From an optimization exercise on the open Yosys and OpenROAD flow, aimed at small area; shortcuts taken in it are not production practice. Power figures rest on the tool's default switching activity, not on a simulated workload.

==> inputs of maple <==
## bb_sync
module bb_sync (
    input  wire        clk,
    input  wire        rst,           
    input  wire        cmd_valid,
    output wire        cmd_ready,
    input  wire [31:0] cmd_data,
    output wire        kbc_rd,
    output wire        kbc_port,      
    input  wire        kbc_ack,
    input  wire [7:0]  kbc_rdata,
    output wire        rec_valid,
    input  wire        rec_ready,
    output wire [31:0] rec_data
);
==> flow/config.mk <==
export PLATFORM = sky130hd
export DESIGN_NAME = bb_sync
export DESIGN_NICKNAME = bb_sync
export VERILOG_FILES = /design/flow/design.v
export SDC_FILE = /design/flow/constraint.sdc
export NUM_CORES = 4
export LEC_CHECK = 0
export CAP_MARGIN = 20
export CORE_MARGIN = 2
export CORE_UTILIZATION = 40
export SLEW_MARGIN = 20
==> flow/constraint.sdc <==
create_clock -name core_clock -period 8.0 [get_ports {clk}]
set_input_delay 1.6000 -clock core_clock [delete_from_list [all_inputs] [get_ports {clk}]]
set_output_delay 1.6000 -clock core_clock [all_outputs]
set_load 0.01 [all_outputs]
standard.sh (not shown) runs the stock make flow with config.mk's settings and CLKGATE_MAP_FILE= SYNTH_SCRIPT=/design/flow/synth_recipe.tcl, a recipe that flattens the netlist after the stock synthesis.
==> flow/flow/run.sh <==
#!/bin/bash
# Standard layout, with the smallest buffer on the ports.
set -euo pipefail
export BUFFER_PORTS_ARGS="-buffer_cell sky130_fd_sc_hd__buf_1"
bash standard.sh > standard.log 2>&1
==> cedar (differences from maple) <==
--- a/flow/design.v
+++ b/flow/design.v
@@ -40,17 +40,17 @@
     reg  [15:0] cfg_ring;          
     reg         ch;                
     reg         mouse_queued;      
     reg  [3:0]  poll_cnt;
     reg  [1:0]  rtype;
     reg         key_len2;
-    reg         c_x, c_y, c_t, c_g, c_a, c_b, c_c, c_d;    
+    reg         c_x, c_y, c_ax, c_ay;    
     wire ph15 = (ph == 4'd15);
     wire in_pass = (state == S_PASS);
     wire commit  = in_pass && ph15;
-    assign cmd_ready = commit && !ch;
+    assign cmd_ready = commit && cmdp;
     assign kbc_rd    = state[2];
     assign kbc_port  = state[0];
     assign rec_valid = (state == S_EMIT);
     wire is_key  = (rtype == R_KEY);
     wire is_pkt  = (rtype == R_PKT);
     wire is_disc = (rtype == R_DISC);
@@ -79,40 +79,47 @@
     wire op_mouse_reasm= (opc == 8'h21) && z23_8;
     wire op_gest_step  = (opc == 8'h30) && (cmd_data[5:3] == 3'd0);
     wire op_gest_reset = (opc == 8'h31) && z23_0;
     wire op_gest_cfg   = (opc == 8'h32) && z23_16;
     wire legal = op_nop || op_sub || op_unsub || op_irq || op_kbd_int || op_kbd_reasm ||
                  op_mouse_int || op_mouse_reasm || op_gest_step || op_gest_reset || op_gest_cfg;
-    wire       g_act = in_pass && (ch || op_gest_step);    
+    wire [2:0] g_btn = ch ? mouse_b0[2:0] : cmd_data[2:0];
+    wire g_lb = g_btn[0], g_rb = g_btn[1], g_mb = g_btn[2];
+    wire left_only  =  g_lb && !g_rb && !g_mb;
+    wire right_only = !g_lb &&  g_rb && !g_mb;
+    wire released   = !g_lb && !g_rb && !g_mb;
+    wire       cmdp  = !ch && !mouse_queued;       
+    wire       g_act = in_pass && (ch || (cmdp && op_gest_step));
+    wire       rel   = g_act && released;
     wire [7:0] dx_lo = ch ? mouse_b1 : cmd_data[13:6];
     wire [7:0] dy_lo = ch ? byte_r   : cmd_data[22:15];
     wire       dx_sg = ch ? mouse_b0[4] : cmd_data[14];
     wire       dy_sg = ch ? mouse_b0[5] : cmd_data[23];
     wire       dxb = g_act && (ph[3] ? dx_sg : dx_lo[ph[2:0]]);
     wire       dyb = g_act && (ph[3] ? dy_sg : dy_lo[ph[2:0]]);
     wire       tolb = !ph[3] && cfg_ring[8];
     wire       xlb  = !ph[3] && cfg_ring[0];
     wire       xb = x_ring[0] && !x_zero;
     wire       yb = y_ring[0] && !y_zero;
     wire       in_s2 = (gest_state == G_STROKE_2);
-    wire sx = xb ^ dxb ^ c_x;                  
-    wire sy = yb ^ dyb ^ c_y;                  
-    wire xt = xb ^ !in_s2;                     
-    wire r_a  = dxb ^ c_a;                     
-    wire r_b  = dxb ^ c_b;                     
-    wire r_c  = dyb ^ c_c;                     
-    wire r_d  = dyb ^ c_d;                     
-    wire r_ge = !xb ^ c_g;                     
-    wire r_st = yb ^ xb ^ c_t;                 
+    wire xa = xb ^ rel;
+    wire xo = rel ? xlb : dxb;
+    wire sx = xa ^ xo ^ c_x;
+    wire yo = rel ? (xb ^ !in_s2) : dyb;
+    wire sy = yb ^ yo ^ c_y;
+    wire tx = tolb ^ !dx_sg;
+    wire ty = tolb ^ !dy_sg;
+    wire r_ax = c_ax ^ dx_sg;                  
+    wire r_ay = c_ay ^ dy_sg;                  
+    wire r_a  = r_ax && dx_sg;                 
+    wire r_c  = r_ay && dy_sg;                 
+    wire r_d  = r_ay && !dy_sg;                
+    wire r_ge = sx;                            
+    wire r_st = !(sy ^ in_s2);                 
     wire x_cl = sx;                            
     wire y_cl = sy ^ in_s2;                    
-    wire [2:0] g_btn = ch ? mouse_b0[2:0] : cmd_data[2:0];
-    wire g_lb = g_btn[0], g_rb = g_btn[1], g_mb = g_btn[2];
-    wire left_only  =  g_lb && !g_rb && !g_mb;
-    wire right_only = !g_lb &&  g_rb && !g_mb;
-    wire released   = !g_lb && !g_rb && !g_mb;
     reg  [2:0] g_next;
     reg        g_keep;
     reg        g_done;
     always @(*) begin
         g_next = gest_state;
         g_keep = 1'b0;
@@ -126,51 +133,44 @@
                     else            g_keep = 1'b1;
                 end else if (released && r_ge && r_st)
                     g_next = G_APEX;
                 else
                     g_next = G_IDLE;
             G_APEX:
-                if (g_lb || g_mb || r_a || r_b || r_c || r_d) g_next = G_IDLE;
-                else if (g_rb)                               g_next = G_STROKE_2;
+                if (g_lb || g_mb || r_ax || r_ay) g_next = G_IDLE;
+                else if (g_rb)                   g_next = G_STROKE_2;
             G_STROKE_2:
                 if (right_only) begin
                     if (r_a || r_d) g_next = G_IDLE;
                     else            g_keep = 1'b1;
                 end else if (released && r_ge && r_st) begin
                     g_next = G_COMPLETE;
                     g_done = 1'b1;
                 end else
                     g_next = G_IDLE;
             default: ;
         endcase
     end
-    wire g_commit = commit && (ch || op_gest_step);
+    wire g_commit = commit && (ch || (cmdp && op_gest_step));
+    wire cfg_load = in_pass && cmdp && op_gest_cfg;
+    wire cfg_in   = (in_pass && mouse_queued) ? 1'b0 : cfg_load ? cmd_data[ph] : cfg_ring[0];
     always @(posedge clk) begin
         ph <= ph + 4'd1;
-        x_ring <= {sx, x_ring[15:1]};
-        y_ring <= {sy, y_ring[15:1]};
-        c_x <= !ph15 && ((xb & dxb) | (xb & c_x) | (dxb & c_x));
-        c_y <= !ph15 && ((yb & dyb) | (yb & c_y) | (dyb & c_y));
-        c_t <= !ph15 && ((yb & xt) | (yb & c_t) | (xt & c_t));
-        c_g <= !ph15 && ((xlb & !xb) | (xlb & c_g) | (!xb & c_g));
-        c_a <= !ph15 && ((dxb & tolb) | (dxb & c_a) | (tolb & c_a));
-        c_b <= !ph15 && ((dxb & !tolb) | (dxb & c_b) | (!tolb & c_b));
-        c_c <= !ph15 && ((dyb & tolb) | (dyb & c_c) | (tolb & c_c));
-        c_d <= !ph15 && ((dyb & !tolb) | (dyb & c_d) | (!tolb & c_d));
+        x_ring   <= {sx, x_ring[15:1]};
+        y_ring   <= {sy, y_ring[15:1]};
+        cfg_ring <= {cfg_in, cfg_ring[15:1]};
+        c_x  <= !ph15 && ((xa & xo) | (xa & c_x) | (xo & c_x));
+        c_y  <= !ph15 && ((yb & yo) | (yb & c_y) | (yo & c_y));
+        c_ax <= !ph15 && ((dxb & tx) | (dxb & c_ax) | (tx & c_ax));
+        c_ay <= !ph15 && ((dyb & ty) | (dyb & c_ay) | (ty & c_ay));
         if (ph15) begin
             x_zero <= g_commit ? (!g_keep || x_cl) : 1'b0;
             y_zero <= g_commit ? (!g_keep || y_cl) : 1'b0;
         end
-        if (rst)
-            cfg_ring <= 16'd0;
-        else if (commit && !ch && op_gest_cfg)
-            cfg_ring <= cmd_data[15:0];
-        else
-            cfg_ring <= {cfg_ring[0], cfg_ring[15:1]};
     end
-    wire take = commit && !ch;
+    wire take = commit && cmdp;
     wire data_ack = (state == S_DATA) && kbc_ack;
     wire [7:0] byte_in = state[2] ? kbc_rdata : cmd_data[7:0];
     wire do_kreasm = (take && op_kbd_reasm)   || (data_ack && byte_r[2:0] == 3'd0 && !ch);
     wire do_mreasm = (take && op_mouse_reasm) || (data_ack && byte_r[2:0] == 3'd0 && ch);
     wire k_emit = do_kreasm && (byte_in != 8'hE0);
     wire m_sync = do_mreasm && (mouse_slot == 2'd0) && !byte_in[3];
@@ -210,16 +210,18 @@
         if (take) begin
             mouse_queued <= op_irq && irq_k && irq_m;
             ch <= op_mouse_int || (op_irq && !irq_k) || (op_mouse_reasm && (m_sync || m_pkt));
         end else if (finish) begin
             mouse_queued <= 1'b0;
             ch <= mouse_queued;
-        end
+        end else if (commit)
+            mouse_queued <= 1'b0;        
         if (rst) begin
             state       <= S_IDLE;
             ch          <= 1'b0;
+            mouse_queued <= 1'b1;
             sub_r       <= 2'b00;
             kbd_pending <= 1'b0;
             mouse_slot  <= 2'd0;
             gest_state  <= G_IDLE;
         end else begin
             if (do_kreasm)
@@ -237,13 +239,13 @@
                 if (op_sub)   sub_r[cmd_data[0]] <= 1'b1;
                 if (op_unsub) sub_r[cmd_data[0]] <= 1'b0;
                 if (op_gest_reset) gest_state <= G_IDLE;
             end
             case (state)
                 S_IDLE:
-                    if ((ch || cmd_valid) && ph15) state <= S_PASS;
+                    if ((ch || cmd_valid || mouse_queued) && ph15) state <= S_PASS;
                 S_PASS:
                     if (ph15) begin
                         if (start_poll)    state <= S_POLL;
                         else if (emit_now) state <= S_EMIT;
                         else               state <= S_IDLE;
                     end
==> flow/flow/run.sh (replaced) <==
#!/bin/bash
# Standard layout (standard.sh), with the smallest buffer on the ports and
# power recovery (downsizing of gates off the critical paths) after global routing.
set -euo pipefail
export BUFFER_PORTS_ARGS="-buffer_cell sky130_fd_sc_hd__buf_1"
export RECOVER_POWER=100
bash standard.sh > standard.log 2>&1
==> flow/config.mk (replaced) <==
export PLATFORM = sky130hd
export DESIGN_NAME = bb_sync
export DESIGN_NICKNAME = bb_sync
export VERILOG_FILES = /design/flow/design.v
export SDC_FILE = /design/flow/constraint.sdc
export NUM_CORES = 4
export LEC_CHECK = 0
export ABC_AREA = 1
export CAP_MARGIN = 20
export CORE_MARGIN = 2
export CORE_UTILIZATION = 40
export CTS_BUF_LIST = sky130_fd_sc_hd__clkbuf_8
export SLEW_MARGIN = 20
==> ember (differences from maple) <==
==> flow/run.sh (new file) <==
#!/bin/bash
# synth_recipe.tcl (not shown) runs the flow's synth.tcl, then flattens the netlist and writes it again
# the make line also repeats each setting of config.mk as NAME=value (left out here)
make -C /OpenROAD-flow-scripts/flow DESIGN_CONFIG=/design/flow/config.mk WORK_HOME=/design/flow/orfs CLKGATE_MAP_FILE= SYNTH_SCRIPT=/design/flow/synth_recipe.tcl finish
removed: flow/flow/run.sh
removed: flow/standard.sh
==> summary of the runs <==
Of maple and cedar, maple has the higher count of clock-buffer cells in the layout (gap 2).
Combinational power: maple is lower than ember (20%).
Via count, highest first: cedar, ember, maple.
Between ember and cedar, the lower critical path depth is in ember (gap 9).
The lowest clock power belongs to cedar, the highest to ember.
The highest worst setup slack belongs to cedar, the lowest to ember.
In cedar the synthesized area is smaller than in ember, by about 3.3%.
Global-route usage: cedar > ember > maple.
The lowest clock skew belongs to ember, the highest to maple.
In non-clock buffer count, maple and ember do not differ.
Of ember and cedar, ember has the higher flip-flop and latch count (gap 4).
Function was not checked in any run of this note: the RTL went through the layout flow alone.

[port drivers added, routing unchanged]
How much do the figures lean on ideal ports? The routed layouts below were timed once more, with nothing changed but the port constraints.
Step 1 (the two cells are an assumption about what drives the block):
set clk [get_ports {clk}]
set_driving_cell -lib_cell sky130_fd_sc_hd__clkbuf_16 $clk
set_driving_cell -lib_cell sky130_fd_sc_hd__buf_2 [delete_from_list [all_inputs] $clk]
Step 2 moves the port delays by t, midway between the first and last clock arrival at a register: inputs arrive t later, outputs are due t later. That takes back most of the time a late clock gives input paths.
Slacks: no drivers / after step 1 / after step 2; pairs: no drivers / after step 1.
| run | shift t [ns] | slack for setup (ns) | cell pins on the clock port's net |
|---|---|---|---|
| maple | 0.390 | 3.399 / 3.417 / 3.027 | 1 |
| cedar | 0.400 | 3.411 / 3.418 / 3.018 | 1 |
| ember | 0.390 | 2.976 / 2.989 / 2.599 | 1 |
After both steps setup and hold are still met in every run listed. For cedar, which loses most, drivers alone change the setup slack by +0.007 ns; drivers and shift together by -0.393 ns.
